This design comes from an exercise in tuning for small area, a short achievable clock period and few clock cycles on the open sky130 flow, not from production work.
RTL that was checked went through simulation tests only; none was proved equivalent to the original.
Function not checked in run 2: the RTL went through the layout flow alone.
Power is estimated from default activity; no workload was simulated.

==> design.v <==
module txfec_h84_lut (
    input  wire [7:0] b,
    output wire [7:0] lut
);
    wire ca = ~(b[0] ^ b[1] ^ b[5] ^ b[7]);
    wire cb = ~(b[1] ^ b[2] ^ b[3] ^ b[7]);
    wire cc = ~(b[1] ^ b[3] ^ b[4] ^ b[5]);
    wire ok = ^b;                     
    wire unc = ok & (ca | cb | cc);
    wire [3:0] n = {b[7] ^ ( ca &  cb & ~cc),
                    b[5] ^ ( ca & ~cb &  cc),
                    b[3] ^ (~ca &  cb &  cc),
                    b[1] ^ ( ca &  cb &  cc)};
    assign lut = unc ? 8'hFF : {4'h0, n};
endmodule
module txfec_h2418 (
    input  wire [23:0] w,
    output reg  [17:0] payload,
    output reg         unc,
    output reg         cor,
    output reg  [5:0]  test
);
    reg [23:0] a;
    reg [5:0]  f;
    integer    i;
    always @* begin
        test = 6'd0;
        for (i = 0; i < 23; i = i + 1)
            if (w[i])
                test = test ^ (i + 33);
        if (w[23])
            test = test ^ 6'd32;
        a   = w;
        unc = 1'b0;
        cor = 1'b0;
        f   = 6'd0;
        if (test[4:0] != 5'h1F) begin
            if (test[5]) begin
                unc = 1'b1;
            end else begin
                cor = 1'b1;
                f   = 6'd30 - test;
                if (f <= 6'd23)
                    a = w ^ (24'd1 << f);
            end
        end
        if (unc)
            payload = 18'h3FFFF;
        else
            payload = {a[22:16], a[14:8], a[6:4], a[2]};
    end
endmodule
module txfec (
    input  wire        clk,
    input  wire        rst_n,       
    input  wire        cmd_valid,
    output wire        cmd_ready,
    input  wire [31:0] cmd,
    output wire        rsp_valid,
    input  wire        rsp_ready,
    output wire [3:0]  rsp_st,
    output wire [31:0] rsp_res
);
    localparam [3:0] ST_OK      = 4'h0;
    localparam [3:0] ST_CODEERR = 4'h1;
    localparam [3:0] ST_REGERR  = 4'hE;
    localparam [3:0] ST_ILLEGAL = 4'hF;
    localparam [3:0] EV_PREFIX   = 4'h0;
    localparam [3:0] EV_SYNC     = 4'h1;
    localparam [3:0] EV_DATA     = 4'h2;
    localparam [3:0] EV_SYNCLOSS = 4'h4;
    localparam [3:0] EV_DISCARD  = 4'h5;
    localparam [3:0] EV_RESYNC   = 4'h6;
    localparam [7:0] SYNC_BYTE = 8'h47;
    reg [31:0] c_q;
    reg        c_v;
    reg        rdy;
    assign cmd_ready = rdy;
    wire acc = cmd_valid && rdy;
    wire c_go;
    reg q1v;
    reg [11:0] ra_hi;
    reg [15:0] ra_lo;
    reg [7:0]  op_q;          
    integer di;
    always @(posedge clk)
        if (!(c_v && q1v)) begin
            c_q <= cmd;
            for (di = 0; di < 12; di = di + 1)
                ra_hi[di] <= (cmd[23:20] == di + 4);
            for (di = 0; di < 16; di = di + 1)
                ra_lo[di] <= (cmd[19:16] == di);
            op_q[0] <= (cmd[31:28] == 4'h1) && (cmd[27:8]  == 20'd0);   
            op_q[1] <= (cmd[31:28] == 4'h2) && (cmd[27:8]  == 20'd0);   
            op_q[2] <= (cmd[31:28] == 4'h3) && (cmd[27:16] == 12'd0);   
            op_q[3] <= (cmd[31:28] == 4'h4) && (cmd[27:24] == 4'd0);    
            op_q[4] <= (cmd[31:28] == 4'h5) && (cmd[27:8]  == 20'd0);   
            op_q[5] <= (cmd[31:28] == 4'h6) && (cmd[27:8]  == 20'd0);   
            op_q[6] <= (cmd[31:28] == 4'h8) && (cmd[27:24] == 4'd0) &&
                       (cmd[15:0] == 16'd0);                           
            op_q[7] <= (cmd[31:28] == 4'h9) && (cmd[27:24] == 4'd0);    
        end
    reg rst_q;
    always @(posedge clk)
        rst_q <= rst_n;
    reg        cfg_m2ts, cfg_piden;
    reg [12:0] tpid;
    reg [7:0]  k;             
    reg        hunt;
    reg        ccv;
    reg [3:0]  ccl;
    reg        hdr_v;         
    reg [27:0] hdr;           
    reg [32:0] pcr_base;
    reg [8:0]  pcr_ext;
    reg        pcrv;
    reg [26:0] pcrms;         
    wire [31:0] cnt_h84, cnt_h2418, cnt_par, cnt_sync, cnt_disc;
    wire [31:0] cnt_tei, cnt_cc, cnt_pkt, cnt_ill;
    reg [5:0]  dv_n;          
    reg [6:0]  dv_r;          
    reg [26:0] dv_q;          
    wire [7:0]  b    = c_q[7:0];
    wire [7:0]  addr = c_q[23:16];
    wire [15:0] val  = c_q[15:0];
    wire is_brev  = op_q[0];
    wire is_h84   = op_q[1];
    wire is_h84a  = op_q[2];
    wire is_h2418 = op_q[3];
    wire is_par   = op_q[4];
    wire is_tsb   = op_q[5];
    wire is_rd    = op_q[6];
    wire is_wr    = op_q[7];
    wire legal    = is_brev || is_h84 || is_h84a || is_h2418 || is_par ||
                    is_tsb || is_rd || is_wr;
    wire b47 = (b == SYNC_BYTE);
    wire a_cfg   = (addr == 8'h00);
    wire a_tpid  = (addr == 8'h01);
    wire a_ctrl  = (addr == 8'h02);
    wire [7:0] brev_b = {b[0], b[1], b[2], b[3], b[4], b[5], b[6], b[7]};
    wire [7:0] lut0, lut1;
    txfec_h84_lut u_lut0 (.b(c_q[7:0]),  .lut(lut0));
    txfec_h84_lut u_lut1 (.b(c_q[15:8]), .lut(lut1));
    wire       unc0 = lut0[7];
    wire       unc1 = lut1[7];
    wire [3:0] nib0 = unc0 ? 4'd0 : lut0[3:0];
    wire [3:0] nib1 = unc1 ? 4'd0 : lut1[3:0];
    wire [3:0] mag  = (nib0[2:0] == 3'd0) ? 4'd8 : {1'b0, nib0[2:0]};
    wire [4:0] row  = {nib1, nib0[3]};
    wire [17:0] h24_payload;
    wire        h24_unc, h24_cor;
    wire [5:0]  h24_test;
    txfec_h2418 u_h2418 (
        .w(c_q[23:0]), .payload(h24_payload), .unc(h24_unc), .cor(h24_cor), .test(h24_test)
    );
    wire perr = ~^b;    
    wire [6:0] par_ch = perr ? 7'h20 : b[6:0];
    wire k_pfx  = (k[7:2] == 6'b111111);         
    wire k_zero = (k == 8'd0);                   
    wire k_last = (k == 8'd187);
    wire tsb_go = c_go && is_tsb;
    wire [187:0] k_hot;
    wire [187:0] a_hot;
    wire [8*188-1:0] pkt_flat;
    genvar gk;
    generate
        assign k_hot[0] = (k == 8'd0);
        assign a_hot[0] = ra_hi[0] && ra_lo[0];
        assign pkt_flat[7:0] = SYNC_BYTE;
        for (gk = 1; gk < 188; gk = gk + 1) begin : g_pkt
            reg [7:0] q;
            assign k_hot[gk] = (k == gk);
            assign a_hot[gk] = ra_hi[gk / 16] && ra_lo[gk % 16];
            wire we = tsb_go && k_hot[gk];
            always @(posedge clk)
                if (we)
                    q <= b;
            assign pkt_flat[gk*8 +: 8] = q;
        end
    endgenerate
    reg [7:0] pkt_rd;
    integer ri;
    always @* begin
        pkt_rd = 8'd0;
        for (ri = 0; ri < 188; ri = ri + 1)
            pkt_rd = pkt_rd | ({8{a_hot[ri]}} & pkt_flat[ri*8 +: 8]);
    end
    wire [7:0] h1 = pkt_flat[1*8 +: 8];
    wire [7:0] h2 = pkt_flat[2*8 +: 8];
    wire [7:0] h3 = pkt_flat[3*8 +: 8];
    wire [7:0] b5 = pkt_flat[5*8 +: 8];
    wire        f_tei  = h1[7];
    wire [12:0] f_pid  = {h1[4:0], h2};
    wire        f_af   = h3[5];
    wire [3:0]  f_cc   = h3[3:0];
    wire        f_afdisc = !f_tei && f_af && b5[7];
    wire        f_pcrf   = !f_tei && f_af && b5[4];
    wire        f_match  = !f_tei && cfg_piden && (f_pid == tpid);
    wire        cc_ok    = !ccv || f_afdisc || (f_cc == ccl + 4'd1);
    wire        f_ccerr  = f_match && !cc_ok;
    wire [32:0] new_base = {pkt_flat[6*8 +: 8], pkt_flat[7*8 +: 8], pkt_flat[8*8 +: 8],
                            pkt_flat[9*8 +: 8], pkt_flat[10*8 + 7]};
    wire [8:0]  new_ext  = {pkt_flat[10*8], pkt_flat[11*8 +: 8]};
    wire [27:0] hdr_word = {f_pcrf, f_afdisc, f_ccerr, f_match,
                            h3[4], f_af, h3[7:6], f_tei, h1[5], h1[6], f_cc, f_pid};
    wire        dv_bit = new_base[dv_n - 6'd1];
    wire [7:0]  dv_t   = {dv_r, dv_bit};
    wire        dv_ge  = (dv_t >= 8'd90);
    wire [7:0]  dv_s   = dv_t - 8'd90;
    wire [7:0] idx = cfg_m2ts ? k + 8'd4 : k;
    wire a_pkt = (addr >= 8'h40) && (addr <= 8'hFB);    
    wire [31:0] rd_val =
          ({32{a_cfg}}           & {30'd0, cfg_piden, cfg_m2ts})
        | ({32{a_tpid}}          & {19'd0, tpid})
        | ({32{addr == 8'h04}}   & {23'd0, hunt, idx})
        | ({32{addr == 8'h05}}   & {23'd0, ccv, 4'd0, ccl})
        | ({32{addr == 8'h06}}   & {2'd0, hdr_v, hdr_v, hdr})
        | ({32{addr == 8'h07}}   & pcr_base[31:0])
        | ({32{addr == 8'h08}}   & {pcrv, 6'd0, pcr_ext, 15'd0, pcr_base[32]})
        | ({32{addr == 8'h09}}   & {5'd0, pcrms})
        | ({32{addr == 8'h10}}   & cnt_h84)
        | ({32{addr == 8'h11}}   & cnt_h2418)
        | ({32{addr == 8'h12}}   & cnt_par)
        | ({32{addr == 8'h13}}   & cnt_sync)
        | ({32{addr == 8'h14}}   & cnt_disc)
        | ({32{addr == 8'h15}}   & cnt_tei)
        | ({32{addr == 8'h16}}   & cnt_cc)
        | ({32{addr == 8'h17}}   & cnt_pkt)
        | ({32{addr == 8'h18}}   & cnt_ill)
        | {24'd0, pkt_rd};
    wire rd_ok = (addr <= 8'h02) || (addr >= 8'h04 && addr <= 8'h09) ||
                 (addr >= 8'h10 && addr <= 8'h18) || a_pkt;
    wire [31:0] tsb_res =
        hunt   ? {b47 ? EV_RESYNC : EV_DISCARD, 20'd0, b} :
        k_pfx  ? {EV_PREFIX, 12'd0, 6'd0, k[1:0], b} :
        k_zero ? {b47 ? EV_SYNC : EV_SYNCLOSS, 20'd0, b} :
        k_last ? {4'h3, hdr_word} :
                 {EV_DATA, 12'd0, k, b};
    wire cfg_refuse = (val[0] != cfg_m2ts) &&
                      ((k != (cfg_m2ts ? 8'd252 : 8'd0)) || hunt);
    wire wr_err = a_cfg ? cfg_refuse : a_tpid ? (val[15:13] != 3'd0) : !a_ctrl;
    wire [31:0] x_res =
          ({32{is_brev}}  & {24'd0, brev_b})
        | ({32{is_h84}}   & {8'd0, lut0, 7'd0, unc0, 4'd0, nib0})
        | ({32{is_h84a}}  & {14'd0, unc1, unc0, 3'd0, row, 4'd0, mag})
        | ({32{is_h2418}} & {h24_test, h24_cor, h24_unc, 6'd0, h24_payload})
        | ({32{is_par}}   & {23'd0, perr, 1'b0, par_ch})
        | ({32{is_tsb}}   & tsb_res)
        | ({32{is_rd}}    & rd_val);
    wire x_code = (is_h84 && unc0) || (is_h84a && (unc0 || unc1)) ||
                  (is_h2418 && h24_unc) || (is_par && perr);
    wire x_reg  = (is_rd && !rd_ok) || (is_wr && wr_err);
    wire [3:0] x_st = !legal ? ST_ILLEGAL : x_reg ? ST_REGERR :
                      x_code ? ST_CODEERR : ST_OK;
    wire wr_go   = c_go && is_wr;
    wire srst    = wr_go && a_ctrl && val[0];
    wire cfg_ok  = wr_go && a_cfg && !cfg_refuse;
    wire tpid_ok = wr_go && a_tpid && (val[15:13] == 3'd0);
    wire pkt_end = tsb_go && !hunt && k_last;
    always @(posedge clk) begin
        if (!rst_q) begin
            cfg_m2ts  <= 1'b0;
            cfg_piden <= 1'b0;
            tpid      <= 13'd0;
            k         <= 8'd0;
            hunt      <= 1'b0;
            ccv       <= 1'b0;
            ccl       <= 4'd0;
            hdr_v     <= 1'b0;
            hdr       <= 28'd0;
            pcr_base  <= 33'd0;
            pcr_ext   <= 9'd0;
            pcrv      <= 1'b0;
            pcrms     <= 27'd0;
            dv_n      <= 6'd0;
        end else begin
            if (dv_n != 6'd0) begin
                dv_n <= dv_n - 6'd1;
                dv_r <= dv_ge ? dv_s[6:0] : dv_t[6:0];
                dv_q <= {dv_q[25:0], dv_ge};
            end
            if (tsb_go) begin
                if (hunt) begin
                    if (b47) begin
                        hunt <= 1'b0;
                        k    <= 8'd1;
                    end
                end else if (k_zero) begin
                    if (b47)
                        k <= 8'd1;
                    else
                        hunt <= 1'b1;
                end else if (k_last) begin
                    k <= cfg_m2ts ? 8'd252 : 8'd0;
                end else begin
                    k <= k + 8'd1;
                    if (k == 8'd10) begin
                        dv_n <= 6'd33;
                        dv_r <= 7'd0;
                    end
                end
            end
            if (pkt_end) begin
                if (f_pcrf) begin
                    pcr_base <= new_base;
                    pcr_ext  <= new_ext;
                    pcrv     <= 1'b1;
                    pcrms    <= dv_q;
                end
                if (f_match) begin
                    ccv <= cc_ok;
                    if (cc_ok)
                        ccl <= f_cc;
                end
                hdr_v <= 1'b1;
                hdr   <= hdr_word;
            end
            if (cfg_ok) begin
                cfg_m2ts  <= val[0];
                cfg_piden <= val[1];
                ccv       <= 1'b0;
                if (val[0] != cfg_m2ts)
                    k <= val[0] ? 8'd252 : 8'd0;
            end
            if (tpid_ok) begin
                tpid <= val[12:0];
                ccv  <= 1'b0;
            end
            if (srst) begin
                k        <= cfg_m2ts ? 8'd252 : 8'd0;
                hunt     <= 1'b0;
                ccv      <= 1'b0;
                ccl      <= 4'd0;
                hdr_v    <= 1'b0;
                hdr      <= 28'd0;
                pcr_base <= 33'd0;
                pcr_ext  <= 9'd0;
                pcrv     <= 1'b0;
                pcrms    <= 27'd0;
            end
        end
    end
    wire cnt_clr = !rst_q || (wr_go && a_ctrl && val[1]);
    wire t_sync  = tsb_go && !hunt && k_zero && !b47;
    txfec_cnt2 u_cnt_h84 (.clk(clk), .clr(cnt_clr),
        .inc1(c_go && ((is_h84 && unc0) || (is_h84a && (unc0 ^ unc1)))),
        .inc2(c_go && is_h84a && unc0 && unc1), .c(cnt_h84));
    txfec_cnt u_cnt_h2418 (.clk(clk), .clr(cnt_clr), .inc(c_go && is_h2418 && h24_unc), .c(cnt_h2418));
    txfec_cnt u_cnt_par   (.clk(clk), .clr(cnt_clr), .inc(c_go && is_par && perr), .c(cnt_par));
    txfec_cnt u_cnt_sync  (.clk(clk), .clr(cnt_clr), .inc(t_sync), .c(cnt_sync));
    txfec_cnt u_cnt_disc  (.clk(clk), .clr(cnt_clr), .inc(t_sync || (tsb_go && hunt && !b47)), .c(cnt_disc));
    txfec_cnt u_cnt_tei   (.clk(clk), .clr(cnt_clr), .inc(pkt_end && f_tei), .c(cnt_tei));
    txfec_cnt u_cnt_cc    (.clk(clk), .clr(cnt_clr), .inc(pkt_end && f_ccerr), .c(cnt_cc));
    txfec_cnt u_cnt_pkt   (.clk(clk), .clr(cnt_clr), .inc(pkt_end), .c(cnt_pkt));
    txfec_cnt u_cnt_ill   (.clk(clk), .clr(cnt_clr), .inc(c_go && !legal), .c(cnt_ill));
    reg [35:0] q0, q1;
    reg        qe, rv;
    assign c_go = c_v && !q1v;
    wire [35:0] x = {x_st, x_res};
    assign rsp_valid = rv;
    assign rsp_st    = q0[35:32];
    assign rsp_res   = q0[31:0];
    always @(posedge clk) begin
        q0 <= rsp_ready ? (q1v ? q1 : x) : (qe ? x : q0);
        q1 <= q1v ? q1 : x;
    end
    wire pop     = rsp_ready && !qe;
    wire n0      = c_go || (!qe && !pop) || q1v;
    wire n1      = (c_go && !qe && !pop) || (q1v && !pop);
    wire cv_next = acc || (c_v && q1v);
    always @(posedge clk) begin
        if (!rst_n) begin
            c_v <= 1'b0;
            rdy <= 1'b1;
            q1v <= 1'b0;
            qe  <= 1'b1;
            rv  <= 1'b0;
        end else begin
            c_v <= cv_next;
            q1v <= n1;
            qe  <= !n0;
            rv  <= n0;
            rdy <= !(cv_next && n1);
        end
    end
endmodule
module txfec_cnt (
    input  wire        clk,
    input  wire        clr,
    input  wire        inc,
    output reg  [31:0] c
);
    wire [31:0] pre;
    genvar i;
    assign pre[0] = 1'b1;
    generate
        for (i = 1; i < 32; i = i + 1) begin : g_pre
            assign pre[i] = &c[i-1:0];
        end
    endgenerate
    wire go = inc && !(&c);
    always @(posedge clk)
        c <= clr ? 32'd0 : (c ^ ({32{go}} & pre));
endmodule
module txfec_cnt2 (
    input  wire        clk,
    input  wire        clr,
    input  wire        inc1,
    input  wire        inc2,
    output reg  [31:0] c
);
    wire [31:0] pre;           
    genvar i;
    assign pre[0] = 1'b1;
    assign pre[1] = 1'b1;
    generate
        for (i = 2; i < 32; i = i + 1) begin : g_pre
            assign pre[i] = &c[i-1:1];
        end
    endgenerate
    wire hfull = &c[31:1];
    wire t0 = (inc1 && !(hfull && c[0])) || (inc2 && hfull && !c[0]);
    wire t1 = !hfull && (inc2 || (inc1 && c[0]));
    always @(posedge clk)
        c <= clr ? 32'd0 : (c ^ {{31{t1}} & pre[31:1], t0});
endmodule
==> flow/run.sh <==
#!/bin/bash
# The standard layout, with the port buffers made of buf_4 cells instead of
# the slow delay buffer buffer_ports picks by default.
set -euo pipefail
export BUFFER_PORTS_ARGS="-buffer_cell sky130_fd_sc_hd__buf_4"
bash standard.sh > standard.log 2>&1
==> standard.sh <==
#!/bin/bash
# synth_recipe.tcl (not shown) runs the flow's synth.tcl, then flattens the netlist and writes it again
# the make line also repeats each setting of config.mk as NAME=value (left out here)
make -C /OpenROAD-flow-scripts/flow DESIGN_CONFIG=/design/flow/config.mk WORK_HOME=/design/flow/orfs CLKGATE_MAP_FILE= SYNTH_SCRIPT=/design/flow/synth_recipe.tcl "${@:-finish}"
==> config.mk <==
export PLATFORM = sky130hd
export DESIGN_NAME = txfec
export DESIGN_NICKNAME = txfec
export VERILOG_FILES = /design/flow/design.v
export SDC_FILE = /design/flow/constraint.sdc
export NUM_CORES = 4
export LEC_CHECK = 0
export CAP_MARGIN = 25
export CORE_MARGIN = 2
export CORE_UTILIZATION = 50
export CTS_CLUSTER_DIAMETER = 70
export CTS_CLUSTER_SIZE = 20
export SLEW_MARGIN = 25
==> constraint.sdc <==
create_clock -name core_clock -period 24.0 [get_ports {clk}]
set_input_delay 4.8000 -clock core_clock [delete_from_list [all_inputs] [get_ports {clk}]]
set_output_delay 4.8000 -clock core_clock [all_outputs]
set_load 0.01 [all_outputs]
==> impl_metrics.toml, run 1 <==
[status]
outcome = "timing/DRC/antenna clean"

[logic_synthesis]
seq_area_frac_synth = 0.670
synth_top_family_by_area = "simple AND/OR/NAND/NOR gates"
synthFlopType = "edfxtp_1"
yosys_warnings = 4
netlist_instances = 6961
synth_seq_cells = 2090
synth_fa_ha_area_frac = 0.00389
synth-xor-area-share = 0.0373
synth-simple-area-share = 0.135
synth_edf_count = 1626
synthDistinctLibCells = 95
yosys-mux-area-fraction = 0.0140
synth-compound-area-share = 0.113
synthArstFlopShare = 0
synth_nets = 7024
syn_area_um2 = 86700
syn_area_per_cell_um2 = 12.5

[detailed_routing]
via_per_inst = 7.44
ant_nets = 0
vias = 70097
wl_um = 425000
wl_per_cell_um = 45.1
firstDrtPassIters = 13
route.detailed.drc = 0
drtIter0Drc = 14011

[sta]
max_freq_mhz = 161
rsz0062_at_grt = "false"
finalHoldViolCount = 0
fin_hold_ws_ns = 0.455
tightest_slew_ns = 1.30
finalSetupViolCount = 0
fin_skew_ns = 0.0404
maxSlewHeadroom = 0.132
drv_slew = 0
final.period_utilization = 0.259
fin_setup_tns_ns = 0
post-route-min-period_ns = 6.21

[cells_and_area]
drive_gt1_frac = 0.125
area_delta_synth_final_pct = 11.0
num-nets-final = 7061
layout_commonest_cell = "edfxtp_1"
final_util = 0.560
mostFrequentLayoutCells = "edfxtp_1 (1626), nand3_1 (619), nor2_1 (516)"
fill_cells = 14575

[worst_hold_path]
hold_path.startpoint = "dv_q[10]"
hold_end = "dv_q[11]"
hold_class = "flip-flop to flip-flop"
hold_depth = 0

[worst_setup_path]
r2r_setup_slack_ns = 17.99
r2r-start = "ra_hi[1]"
path_cells = "buf_4"
critPathMaxStageDelay_ns = 0.41
crit_path_max_fanout = 1
cp-end-kind = "primary output"
worst_setup_path_start_kind = "flip-flop"
rr_endpoint = "q0[3]"
arrival_ns = 1.41
worst-setup-path-type = "flip-flop to primary output"
cp.required_ns = 19.20
path_buf_inv = 1
cp_top_family = "flip-flops"
cp_slowest_cell = "edfxtp_1"
reg2reg_depth = 13

[pwr]
pwr_density_cell_nw_per_um2 = 74.4
irDropWorstVdd_v = 0.0000736
power.leakage_nw = 29.9
p_total_mw = 7.16

[global_routing]
grt_pass1_wl_um = 560000
grt_max_degree = 151
grt_pass1_vias = 61622
grt-ovfl-total = 0
grt_antenna_before_repair = 32
grt_use_total = 0.477

[clock_tree]
tritoncts = "built"
cts_hold_buf = 0
clock-sinks = 2090
cts_inserted_buffers = 143
cts_root_buf = "clkbuf_16"
cts-resized-gates = 0
ctsHtreeMaxLevel = 4
clk_pin_slew_ns = 0.08
cts_setup_buffers = 0
worstSkewPairLatency_ns = 0.87
clk_path_buf_depth = 3

[place]
place.gp.congestion = 1.08
io_buffers = 73
hpwl_um = 280000

[die]
dieWidth_um = 421
row_count = 152
fp.coreArea_um2 = 172000
die_area_um2 = 177000
io_pins = 74
die_y_um = 421
start_util = 0.505

[job]
cap_violations = 0
-- metal layers --
layer,wire length (um),GRT usage
met5,296,0.00528
met1,137000,0.557
met4,49800,0.438
met2,173000,0.659
met3,65100,0.206
-- report_power, final --
| part | switching, mW | internal (mW) |
|---|---|---|
| Combinational | 0.466 | 0.176 |
| Clock | 1.32 | 1.21 |
| Sequential | 0.0392 | 3.95 |
-- area by class of cell --
class / instances / area [um2] / area share
Sequential cell: 2090 / 58100 / 0.604
Multi-Input combinational cell: 4287 / 27300 / 0.283
Clock buffer: 166 / 3900 / 0.0405
Timing Repair Buffer: 374 / 3090 / 0.0321
Tap cell: 2310 / 2890 / 0.0300
Clock inverter: 61 / 541 / 0.00561
Inverter: 102 / 383 / 0.00398
Antenna cell: 31 / 77.6 / 0.000806
-- flip-flops by register name, summed over array words and instances (netlist names), 24 cells and up --
name / flops
pcrms: 27
dv_q: 27
g_pkt.q: 1496
u_cnt_pkt.c: 32
u_cnt_ill.c: 32
u_cnt_tei.c: 32
u_cnt_disc.c: 32
u_cnt_sync.c: 32
u_cnt_cc.c: 32
pcr_base: 33
u_cnt_h2418.c: 32
q0: 36
u_cnt_par.c: 32
u_cnt_h84.c: 32
q1: 36
c_q: 24
hdr: 28
-- cells in the mapped netlist, types with 9 or more instances --
master     number  area, um2
o31a_1          9       78.8
a21oi_1       276       1380
o22ai_1       140        876
o211ai_1       19        143
and2_1         31        194
nand3_1       626       3130
or2_2          13       81.3
o2111ai_1      13        114
xor2_1        172       1510
clkinv_1       15       56.3
nor2b_1        17        106
xnor2_1       145       1270
a221o_1         9       90.1
a211oi_1       24        180
mux2_2         47        529
nor4_1         93        582
dfxtp_1       464       9290
a22o_1         50        438
a32oi_1        46        403
or4_1          24        180
buf_1         103        387
nand2b_1       25        156
a41oi_1        11       96.3
nor2_1        663       2490
mux2i_1        35        350
nor3_1        106        531
a221oi_1       29        254
nand3b_1        9       67.6
ha_1           27        338
a22oi_1       471       3540
and4_1         24        210
mux4_2         15        338
a31oi_1        59        369
and3_1         71        444
o21ai_0        92        460
nand2_1       459       1720
inv_1          86        323
nor3_2          9       90.1
or3_1          33        206
edfxtp_1     1626      48800
nand4_1       183       1140
clkbuf_1      332       1250
a222oi_1       66        661
buf_2          42        210
-- stage by stage --
stage	std cells	cell area, um2	setup slack (ns)
2_1_floorplan	6961	86700	17.78
3_3_place_gp	9148	91200	17.36
3_5_place_dp	9154	91500	17.40
4_1_cts	9381	95900	17.78
5_1_grt	9393	96200	17.76
6_report	9421	96300	17.79
-- how the worst max path moves through the flow --
stage          startpoint        endpoint  slack, ns  cells past startpoint
6_report            q0[4]      rsp_res[4]      17.79                      1
3_3_place_gp      cmd[17]         op_q[0]      17.36                      6
3_5_place_dp      cmd[17]         op_q[0]      17.40                      6
2_1_floorplan      c_q[5]  u_cnt_h84.c[1]      17.78                     14
5_1_grt             q0[7]      rsp_res[7]      17.76                      1
4_1_cts             q0[4]      rsp_res[4]      17.78                      1
-- kinds of logic after synthesis --
family	after synthesis
simple gates	2427
fa+ha+maj	27
buf+inv	584
compound gates	1398
mux	97
xor+xnor	338
flops	2090
Testbench counts, summed over its fixed seeds: cycles 32,921.
==> run 2, diff against run 1 <==
--- a/design.v
+++ b/design.v
@@ -79,28 +79,4 @@
     wire acc = cmd_valid && rdy;
-    wire c_go;
-    reg q1v;
-    reg [11:0] ra_hi;
-    reg [15:0] ra_lo;
-    reg [7:0]  op_q;          
-    integer di;
     always @(posedge clk)
-        if (!(c_v && q1v)) begin
-            c_q <= cmd;
-            for (di = 0; di < 12; di = di + 1)
-                ra_hi[di] <= (cmd[23:20] == di + 4);
-            for (di = 0; di < 16; di = di + 1)
-                ra_lo[di] <= (cmd[19:16] == di);
-            op_q[0] <= (cmd[31:28] == 4'h1) && (cmd[27:8]  == 20'd0);   
-            op_q[1] <= (cmd[31:28] == 4'h2) && (cmd[27:8]  == 20'd0);   
-            op_q[2] <= (cmd[31:28] == 4'h3) && (cmd[27:16] == 12'd0);   
-            op_q[3] <= (cmd[31:28] == 4'h4) && (cmd[27:24] == 4'd0);    
-            op_q[4] <= (cmd[31:28] == 4'h5) && (cmd[27:8]  == 20'd0);   
-            op_q[5] <= (cmd[31:28] == 4'h6) && (cmd[27:8]  == 20'd0);   
-            op_q[6] <= (cmd[31:28] == 4'h8) && (cmd[27:24] == 4'd0) &&
-                       (cmd[15:0] == 16'd0);                           
-            op_q[7] <= (cmd[31:28] == 4'h9) && (cmd[27:24] == 4'd0);    
-        end
-    reg rst_q;
-    always @(posedge clk)
-        rst_q <= rst_n;
+        c_q <= cmd;
     reg        cfg_m2ts, cfg_piden;
@@ -122,2 +98,3 @@
     reg [26:0] dv_q;          
+    wire [3:0]  op   = c_q[31:28];
     wire [7:0]  b    = c_q[7:0];
@@ -125,10 +102,12 @@
     wire [15:0] val  = c_q[15:0];
-    wire is_brev  = op_q[0];
-    wire is_h84   = op_q[1];
-    wire is_h84a  = op_q[2];
-    wire is_h2418 = op_q[3];
-    wire is_par   = op_q[4];
-    wire is_tsb   = op_q[5];
-    wire is_rd    = op_q[6];
-    wire is_wr    = op_q[7];
+    wire z27_8  = (c_q[27:8]  == 20'd0);
+    wire z27_24 = (c_q[27:24] == 4'd0);
+    wire is_brev  = (op == 4'h1) && z27_8;
+    wire is_h84   = (op == 4'h2) && z27_8;
+    wire is_h84a  = (op == 4'h3) && (c_q[27:16] == 12'd0);
+    wire is_h2418 = (op == 4'h4) && z27_24;
+    wire is_par   = (op == 4'h5) && z27_8;
+    wire is_tsb   = (op == 4'h6) && z27_8;
+    wire is_rd    = (op == 4'h8) && z27_24 && (c_q[15:0] == 16'd0);
+    wire is_wr    = (op == 4'h9) && z27_24;
     wire legal    = is_brev || is_h84 || is_h84a || is_h2418 || is_par ||
@@ -160,3 +139,3 @@
     wire k_last = (k == 8'd187);
-    wire tsb_go = c_go && is_tsb;
+    wire tsb_go = c_v && is_tsb;
     wire [187:0] k_hot;
@@ -166,10 +145,7 @@
     generate
-        assign k_hot[0] = (k == 8'd0);
-        assign a_hot[0] = ra_hi[0] && ra_lo[0];
-        assign pkt_flat[7:0] = SYNC_BYTE;
-        for (gk = 1; gk < 188; gk = gk + 1) begin : g_pkt
+        for (gk = 0; gk < 188; gk = gk + 1) begin : g_pkt
             reg [7:0] q;
             assign k_hot[gk] = (k == gk);
-            assign a_hot[gk] = ra_hi[gk / 16] && ra_lo[gk % 16];
-            wire we = tsb_go && k_hot[gk];
+            assign a_hot[gk] = (addr == gk + 64);
+            wire we = tsb_go && k_hot[gk] && (gk != 0 || b47);
             always @(posedge clk)
@@ -210,3 +186,3 @@
     wire [7:0] idx = cfg_m2ts ? k + 8'd4 : k;
-    wire a_pkt = (addr >= 8'h40) && (addr <= 8'hFB);    
+    wire a_pkt = (addr >= 8'h40) && (addr <= 8'hFB);
     wire [31:0] rd_val =
@@ -254,3 +230,3 @@
                       x_code ? ST_CODEERR : ST_OK;
-    wire wr_go   = c_go && is_wr;
+    wire wr_go   = c_v && is_wr;
     wire srst    = wr_go && a_ctrl && val[0];
@@ -260,3 +236,3 @@
     always @(posedge clk) begin
-        if (!rst_q) begin
+        if (!rst_n) begin
             cfg_m2ts  <= 1'b0;
@@ -342,9 +318,9 @@
     end
-    wire cnt_clr = !rst_q || (wr_go && a_ctrl && val[1]);
+    wire cnt_clr = !rst_n || (wr_go && a_ctrl && val[1]);
     wire t_sync  = tsb_go && !hunt && k_zero && !b47;
     txfec_cnt2 u_cnt_h84 (.clk(clk), .clr(cnt_clr),
-        .inc1(c_go && ((is_h84 && unc0) || (is_h84a && (unc0 ^ unc1)))),
-        .inc2(c_go && is_h84a && unc0 && unc1), .c(cnt_h84));
-    txfec_cnt u_cnt_h2418 (.clk(clk), .clr(cnt_clr), .inc(c_go && is_h2418 && h24_unc), .c(cnt_h2418));
-    txfec_cnt u_cnt_par   (.clk(clk), .clr(cnt_clr), .inc(c_go && is_par && perr), .c(cnt_par));
+        .inc1(c_v && ((is_h84 && unc0) || (is_h84a && (unc0 ^ unc1)))),
+        .inc2(c_v && is_h84a && unc0 && unc1), .c(cnt_h84));
+    txfec_cnt u_cnt_h2418 (.clk(clk), .clr(cnt_clr), .inc(c_v && is_h2418 && h24_unc), .c(cnt_h2418));
+    txfec_cnt u_cnt_par   (.clk(clk), .clr(cnt_clr), .inc(c_v && is_par && perr), .c(cnt_par));
     txfec_cnt u_cnt_sync  (.clk(clk), .clr(cnt_clr), .inc(t_sync), .c(cnt_sync));
@@ -354,8 +330,7 @@
     txfec_cnt u_cnt_pkt   (.clk(clk), .clr(cnt_clr), .inc(pkt_end), .c(cnt_pkt));
-    txfec_cnt u_cnt_ill   (.clk(clk), .clr(cnt_clr), .inc(c_go && !legal), .c(cnt_ill));
-    reg [35:0] q0, q1;
-    reg        qe, rv;
-    assign c_go = c_v && !q1v;
+    txfec_cnt u_cnt_ill   (.clk(clk), .clr(cnt_clr), .inc(c_v && !legal), .c(cnt_ill));
+    reg [35:0] q0, q1, q2;
+    reg [2:0]  qv;
     wire [35:0] x = {x_st, x_res};
-    assign rsp_valid = rv;
+    assign rsp_valid = qv[0];
     assign rsp_st    = q0[35:32];
@@ -363,9 +338,9 @@
     always @(posedge clk) begin
-        q0 <= rsp_ready ? (q1v ? q1 : x) : (qe ? x : q0);
-        q1 <= q1v ? q1 : x;
+        q0 <= rsp_ready ? (qv[1] ? q1 : x) : (qv[0] ? q0 : x);
+        q1 <= rsp_ready ? (qv[2] ? q2 : x) : (qv[1] ? q1 : x);
+        q2 <= qv[2] ? q2 : x;
     end
-    wire pop     = rsp_ready && !qe;
-    wire n0      = c_go || (!qe && !pop) || q1v;
-    wire n1      = (c_go && !qe && !pop) || (q1v && !pop);
-    wire cv_next = acc || (c_v && q1v);
+    wire       pop = rsp_ready && qv[0];
+    wire [2:0] qv_next = (c_v && !pop) ? {qv[1:0], 1'b1} :
+                         (pop && !c_v) ? {1'b0, qv[2:1]} : qv;
     always @(posedge clk) begin
@@ -374,11 +349,7 @@
             rdy <= 1'b1;
-            q1v <= 1'b0;
-            qe  <= 1'b1;
-            rv  <= 1'b0;
+            qv  <= 3'd0;
         end else begin
-            c_v <= cv_next;
-            q1v <= n1;
-            qe  <= !n0;
-            rv  <= n0;
-            rdy <= !(cv_next && n1);
+            c_v <= acc;
+            qv  <= qv_next;
+            rdy <= !(qv_next[2] || (qv_next[1] && acc));
         end
==> run.sh (new file) <==
#!/bin/bash
# synth_recipe.tcl (not shown) runs the flow's synth.tcl, then flattens the netlist and writes it again
# the make line also repeats each setting of config.mk as NAME=value (left out here)
make -C /OpenROAD-flow-scripts/flow DESIGN_CONFIG=/design/flow/config.mk WORK_HOME=/design/flow/orfs CLKGATE_MAP_FILE= SYNTH_SCRIPT=/design/flow/synth_recipe.tcl finish
--- a/config.mk
+++ b/config.mk
@@ -7,7 +7,5 @@
 export LEC_CHECK = 0
-export CAP_MARGIN = 25
+export CAP_MARGIN = 20
 export CORE_MARGIN = 2
-export CORE_UTILIZATION = 50
-export CTS_CLUSTER_DIAMETER = 70
-export CTS_CLUSTER_SIZE = 20
-export SLEW_MARGIN = 25
+export CORE_UTILIZATION = 40
+export SLEW_MARGIN = 20
removed: flow/run.sh
removed: standard.sh
==> run 2 against run 1 <==
  * Sequential power about the same
  * Critical path depth increased by 11
  * First-iteration DRC count increased by 23%
  * Highest routed layer unchanged
  * Die area increased by 26%
  * Routed wire length increased by 13%
==> impl_metrics.toml, run 2 <==
[worst_setup_path]
startpoint = "c_q[19]"
worst_setup_path_start_kind = "flip-flop"
path_depth = 12
path_buf_inv = 3
r2r_setup_slack_ns = 16.66
critPathMaxStageDelay_ns = 0.90
crit_top_cell = "buf_4"
cp_slowest_cell = "dfxtp_4"
path_cells = "buf_4 -> nand4bb_1 -> buf_4 -> nor2_2 -> buf_4 -> a32oi_1 -> nand4_1 -> nor4_1 -> nand4_1 -> a221oi_1 -> a2bb2oi_1 -> a22o_1"
reg2reg_depth = 12
crit_path_end = "q1[7]"
worst-setup-path-type = "flip-flop to flip-flop"
arrival_ns = 8.06
r2r-start = "c_q[19]"
cp_top_family = "simple AND/OR/NAND/NOR gates"
crit_path_max_fanout = 34
cp.required_ns = 24.72
rr_endpoint = "q1[7]"
cp-end-kind = "flip-flop"

[place]
place.gp.congestion = 1.14
io_buffers = 73
place_area_um2 = 93100
hpwl_um = 320000

[detailed_routing]
firstDrtPassIters = 11
drtIter0Drc = 17210
wl_um = 482000
vias = 74606
wl_per_cell_um = 46.9
via_per_inst = 7.26
ant_nets = 0
route.detailed.drc = 0

[cells_and_area]
top_register = "g_pkt.q"
seqCellArea_um2 = 58000
largest_register_ffs = 1504
mostFrequentLayoutCells = "edfxtp_1 (1574), nor2_1 (590), dfxtp_1 (515)"
fill_cells = 19227
multiInputGateArea_um2 = 28200
fin_area_um2 = 101000
num-nets-final = 7221
area_delta_synth_final_pct = 16.1
drive_gt1_frac = 0.139
layout_commonest_cell = "edfxtp_1"

[sta]
finalHoldViolCount = 0
finalSetupViolCount = 0
final.period_utilization = 0.306
max_freq_mhz = 136
tightest_slew_ns = 1.47
post-route-min-period_ns = 7.34
fin_setup_tns_ns = 0
drv_slew = 0
rsz0062_at_grt = "false"
maxSlewHeadroom = 0.0227
fin_skew_ns = 0.133

[global_routing]
grt_pass1_vias = 65050
grt_pass1_wl_um = 628000
grt_use_total = 0.426
grt_max_degree = 90
grt_antenna_before_repair = 91
grt-ovfl-total = 0

[logic_synthesis]
synth_most_common_cell = "edfxtp_1"
seq_area_frac_synth = 0.663
yosysTopAreaCell = "edfxtp_1"
yosys_warnings = 4
synth_seq_cells = 2105
synthDistinctLibCells = 98
yosys-top-cells-count = "edfxtp_1 (1574), nor2_1 (737), dfxtp_1 (531)"
syn_area_per_cell_um2 = 12.5
synthArstFlopShare = 0
synth_area_leaders = "edfxtp_1 (54%), dfxtp_1 (12%), a22oi_1 (3.9%)"
synthFlopType = "edfxtp_1"
netlist_instances = 6987
synth_nets = 7059
yosys.area.top_type_share = 0.541
synth_edf_count = 1574
syn_area_um2 = 87300

[clock_tree]
ctsHtreeMaxLevel = 4
tritoncts = "built"
clock-sinks = 2105
cts_setup_buffers = 0
cts_inserted_buffers = 217
cts_root_buf = "clkbuf_16"
cts_hold_buf = 0
cts-resized-gates = 0
clk_path_buf_depth = 3
clk_pin_slew_ns = 0.06
worstSkewPairLatency_ns = 0.95

[die]
row_count = 171
io_pins = 74
die_y_um = 471
die_area_um2 = 222000
start_util = 0.402
dieWidth_um = 471
fp.coreArea_um2 = 217000

[status]
outcome = "timing/DRC/antenna clean"

[worst_hold_path]
hold_class = "flip-flop to flip-flop"
hold_path.startpoint = "dv_q[20]"

[pwr]
pwr_density_cell_nw_per_um2 = 80.2
p_total_mw = 8.13
power.leakage_nw = 32.0
irDropWorstVdd_v = 0.0000706

[job]
cap_violations = 0
run 2: changes by cell type after synthesis, moves of 36 or more:
| cell | delta |
|---|---|
| nand3_1 | -365 |
| nand4_1 | -37 |
| buf_1 | -59 |
| nor2_1 | +74 |
| buf_2 | +64 |
| edfxtp_1 | -52 |
| a32oi_1 | +101 |
| and3_1 | +36 |
| a221oi_1 | +41 |
| dfxtp_1 | +67 |
run 2: stage by stage:
step                      setup slack [ns]  std cells  hold WS [ns]  utilization
after floorplan                      17.35       6987         0.424            -
after global placement               16.18       9738         0.432        0.428
after detailed placement             16.14       9746         0.433        0.428
after CTS                            17.02      10152         0.445        0.462
after global routing                 16.73      10218         0.456        0.466
final                                16.66      10275         0.449        0.467
run 2: kinds of logic after synthesis:
group / count (synthesis) / share of synthesized area
compound gates: 1613 / 0.133
xor+xnor: 345 / 0.0357
buf+inv: 578 / 0.0269
flops: 2105 / 0.663
simple gates: 2224 / 0.124
fa+ha+maj: 36 / 0.00516
mux: 86 / 0.0115
run 2: metal layers:
| metal | part of all wire | GRT usage |
|---|---|---|
| met5 | 0.0031 | 0.0472 |
| met4 | 0.11 | 0.377 |
| met3 | 0.17 | 0.254 |
| met2 | 0.39 | 0.557 |
| met1 | 0.33 | 0.479 |
run 2: worst min-delay path by stage:
stage               endpoint  cells after the start
floorplan              q2[5]                      2
global placement    dv_q[19]                      0
detailed placement  dv_q[20]                      0
CTS                 dv_q[20]                      0
global route        dv_q[20]                      0
finish              dv_q[21]                      0
run 2: worst reg2reg max path, delay by kind of cell, from the launching register on:
family                 cells  cell delay (ns)
AND/OR/NAND/NOR            5             3.14
AO/OA/AOI/OAI              4             1.59
buffers and inverters      3             1.58
flip-flops                 1             0.90
run 2: final cells by class:
type                    count  share of cell area
clock inverters           114              0.0137
multi-input cells        4304               0.279
diodes                     85             0.00210
well taps                2854              0.0352
inverters                  90             0.00333
clock buffers             292              0.0592
flip-flops and latches   2105               0.572
repair buffers            431              0.0361
run 2: where the power goes:
part / leakage [nW] / total [mW] / switching, mW / internal (mW)
registers: 18.5 / 4.00 / 0.0466 / 3.96
logic: 9.86 / 0.584 / 0.419 / 0.164
clock network: 3.58 / 3.54 / 1.55 / 1.99

## separate check: timing with driven ports
The flow's constraints put no driver on any port. The routed layouts listed below were extracted and timed again, unchanged, in two steps. Step 1: set_driving_cell puts a clkbuf_16 on clk and a buf_2 on each other input, an assumption about the parent block. Step 2 moves the port delays by t, midway between the first and last clock arrival at a register: inputs arrive t later, outputs are due t later. That takes back most of the time a late clock gives input paths. Slacks: ideal ports / drivers / drivers and shift; pairs: ideal ports / drivers.
run | t (ns) | setup slack, ns | worst register clock-pin slew, ns
run 1 | 0.944 | 17.792 / 17.690 / 17.659 | 0.09 / 0.09
run 2 | 0.984 | 16.662 / 16.662 / 16.007 | 0.07 / 0.07
After both steps setup and hold are still met in every run listed. The setup slack of run 2, which loses most, moves by 0.000 ns with the drivers and by -0.655 ns with both steps.
